From an optimization exercise on the open Yosys and OpenROAD flow, aimed at small area, a short achievable clock period and few clock cycles per item; shortcuts taken in it are not production practice.
Function was checked by simulation only, so behaviour that the tests miss may differ from the original.

Design b85_codec, start of the top module:
module b85_codec (
    input  wire        clk,
    input  wire        rst,         
    input  wire        in_valid,
    output wire        in_ready,
    input  wire        in_mode,     
    input  wire [39:0] in_data,
    output wire        out_valid,
    input  wire        out_ready,
    output wire [39:0] out_data,
    output wire [1:0]  out_err
);
clock: 30.0 ns
lec_check: 0
cap_margin: 20
core_margin: 2
core_utilization: 65
slew_margin: 20
synth_hierarchical: 1
standard.sh (not shown) runs the stock make flow with config.mk's settings and CLKGATE_MAP_FILE= SYNTH_SCRIPT=/design/flow/synth_recipe.tcl, a recipe that flattens the netlist after the stock synthesis.
==> flow/flow/run.sh <==
#!/bin/bash
# Own layout flow: the standard layout (standard.sh) unchanged, except that the
# resizer's timing repair keeps a setup margin (so it also speeds up paths that already
# meet the 30 ns clock) and the ports get buf_2 buffers instead of the resizer's choice.
# The clock, the constraints and the synthesis are the standard ones.
set -euo pipefail
export SETUP_SLACK_MARGIN=22.85
export TNS_END_PERCENT=100
export BUFFER_PORTS_ARGS="-buffer_cell sky130_fd_sc_hd__buf_2"
bash standard.sh > standard.log 2>&1
Testbench counts at the start, summed over its fixed seeds: cycles 3,224, items 3,200.
==> next run, changes <==
--- a/flow/flow/run.sh
+++ b/flow/flow/run.sh
@@ -6,3 +6,3 @@
 set -euo pipefail
-export SETUP_SLACK_MARGIN=22.85
+export SETUP_SLACK_MARGIN=22.95
 export TNS_END_PERCENT=100
- die area is unchanged
- global-route usage stays the same
- cell count barely changes
- register-to-register slack gets better by 0.04 ns
- worst hold slack hardly moves
- core utilization climbs by 0.16 points
- routed wire length goes up by 0.43%
- synthesized area is unchanged
- clock-buffer cell count does not change
- via count grows by 0.38%
- worst setup slack stays flat
==> next run, changes <==
--- a/flow/flow/run.sh
+++ b/flow/flow/run.sh
@@ -6,3 +6,3 @@
 set -euo pipefail
-export SETUP_SLACK_MARGIN=22.95
+export SETUP_SLACK_MARGIN=23.0
 export TNS_END_PERCENT=100
--- a/flow/config.mk
+++ b/flow/config.mk
@@ -10,2 +10,3 @@
 export CORE_UTILIZATION = 65
+export CTS_BUF_LIST = sky130_fd_sc_hd__clkbuf_8
 export SLEW_MARGIN = 20
The changed run finished clean; global-route usage came out lower by 0.13 points; via count came out higher slightly; die area stays the same; cell area is about the same; area after synthesis does not change; fmax came out lower slightly.

* * *

Setup of P:
b85_codec again, from the RTL that the note above started with.
Settings: LEC_CHECK=0, CAP_MARGIN=20, CORE_MARGIN=2, CORE_UTILIZATION=70, SLEW_MARGIN=20, SYNTH_HIERARCHICAL=1; clock period 30.0 ns.
==> flow/flow/run.sh <==
#!/bin/bash
# Own layout flow: the standard layout (standard.sh) unchanged, except that the
# resizer's timing repair keeps a setup margin (so it also speeds up paths that already
# meet the 30 ns clock) and the ports get buf_2 buffers instead of the resizer's choice.
# The clock, the constraints and the synthesis are the standard ones.
set -euo pipefail
export SETUP_SLACK_MARGIN=22.8
export TNS_END_PERCENT=100
export BUFFER_PORTS_ARGS="-buffer_cell sky130_fd_sc_hd__buf_2"
bash standard.sh > standard.log 2>&1
Every stage of the flow completed for P, and the final layout passed the timing, DRC and antenna checks.
Testbench counts of P, summed over its fixed seeds: cycles 3,224, items 3,200.
Input-level comparison between Q and P:
Settings: CORE_UTILIZATION now 65, was 70.
diff --git a/flow/flow/run.sh b/flow/flow/run.sh
--- a/flow/flow/run.sh
+++ b/flow/flow/run.sh
@@ -7 +7 @@
-export SETUP_SLACK_MARGIN=22.8
+export SETUP_SLACK_MARGIN=23.0
## What came out
The met3 track utilization from global routing reported for Q is greater than that of P by 0.31 points.
Q vs P: timing-limited maximum frequency down slightly
When Q is set beside P, its count of clock-buffer cells in the layout turns out to be 3 larger.
Critical path startpoint: o_data[2]$_DFFE_PP_ -> P, o_data[3]$_DFFE_PP_ -> Q
End-of-flow core utilization was lower in the run labelled Q.
Sort Q and P by final worst slack, ascending, and Q comes first.
Re floorplan die area: Q and P aren't equal, and the higher value belongs to Q.
NOTE wire length reported by the detailed router P->Q decreased slightly
Taking P as the reference, in Q placement-stage cell area increased by 0.35% relative to the old numbers; area after synthesis closely matched the old numbers.
For R, these inputs were changed with respect to Q:
diff --git a/flow/flow/run.sh b/flow/flow/run.sh
--- a/flow/flow/run.sh
+++ b/flow/flow/run.sh
@@ -7 +7 @@
-export SETUP_SLACK_MARGIN=23.0
+export SETUP_SLACK_MARGIN=0
==> comparison <==
- Logic depth of the worst register-to-register path on R is down relative to Q.
- | part of the cycle the worst path needs | R vs Q | ≈ equal |
- Lower core utilization among R and Q: R
- Of the two values seen for startpoint of the worst setup timing path, o_data[0]$_DFFE_PP_ was produced by R and o_data[3]$_DFFE_PP_ by Q.
- Layout filler cell count on R is down relative to Q.
Edits applied to the flow inputs when going from R to S:
diff --git a/flow/flow/run.sh b/flow/flow/run.sh
--- a/flow/flow/run.sh
+++ b/flow/flow/run.sh
@@ -7 +7 @@
-export SETUP_SLACK_MARGIN=0
+export SETUP_SLACK_MARGIN=22.5
Notes after the runs:
As far as non-clock buffer instance count of the final layout goes, S and R are indistinguishable; the numbers are identical. The TritonCTS buffer count of R and that of S are within noise of each other. Delta (S minus R): first-pass GRT wire length level, flip-flop and latch count level, synthesized cell count level.

[re-timing with driven ports]
How much do the figures lean on ideal ports? The routed layouts below were timed once more, with nothing changed but the port constraints.
Step 1: set_driving_cell puts a clkbuf_16 on clk and a buf_2 on each other input, an assumption about the parent block.
Step 2 times the ports against the registers' clock, not the clock port: input delays grow and output delays shrink by t, the midpoint of the rising clock arrivals with the driver on.
Slacks: no drivers / after step 1 / after step 2; pairs: no drivers / after step 1.
run | shift t [ns] | setup slack, ns | hold WS [ns] | worst setup path at the end | latest minus earliest clock arrival (ns)
the first run of note 1 | 0.504 | 23.012 / 22.958 / 22.757 | 0.436 / 0.436 / 0.436 | input to register | 0.012 / 0.012
the second run of note 1 | 0.504 | 23.013 / 22.958 / 22.764 | 0.436 / 0.436 / 0.436 | input to register | 0.012 / 0.011
the third run of note 1 | 0.548 | 22.959 / 22.909 / 22.778 | 0.460 / 0.460 / 0.460 | input to register | 0.024 / 0.023
P | 0.493 | 23.038 / 22.990 / 22.771 | 0.433 / 0.433 / 0.433 | input to register | 0.028 / 0.028
Q | 0.505 | 23.012 / 22.958 / 22.763 | 0.427 / 0.427 / 0.427 | input to register | 0.012 / 0.012
R | 0.510 | 22.980 / 22.924 / 22.781 | 0.456 / 0.456 / 0.456 | input to register | 0.012 / 0.011
S | 0.510 | 22.980 / 22.924 / 22.781 | 0.456 / 0.456 / 0.456 | input to register | 0.012 / 0.011
After both steps every run listed still meets setup and hold. For P, which loses most, drivers alone change the setup slack by -0.048 ns; drivers and shift together by -0.267 ns.
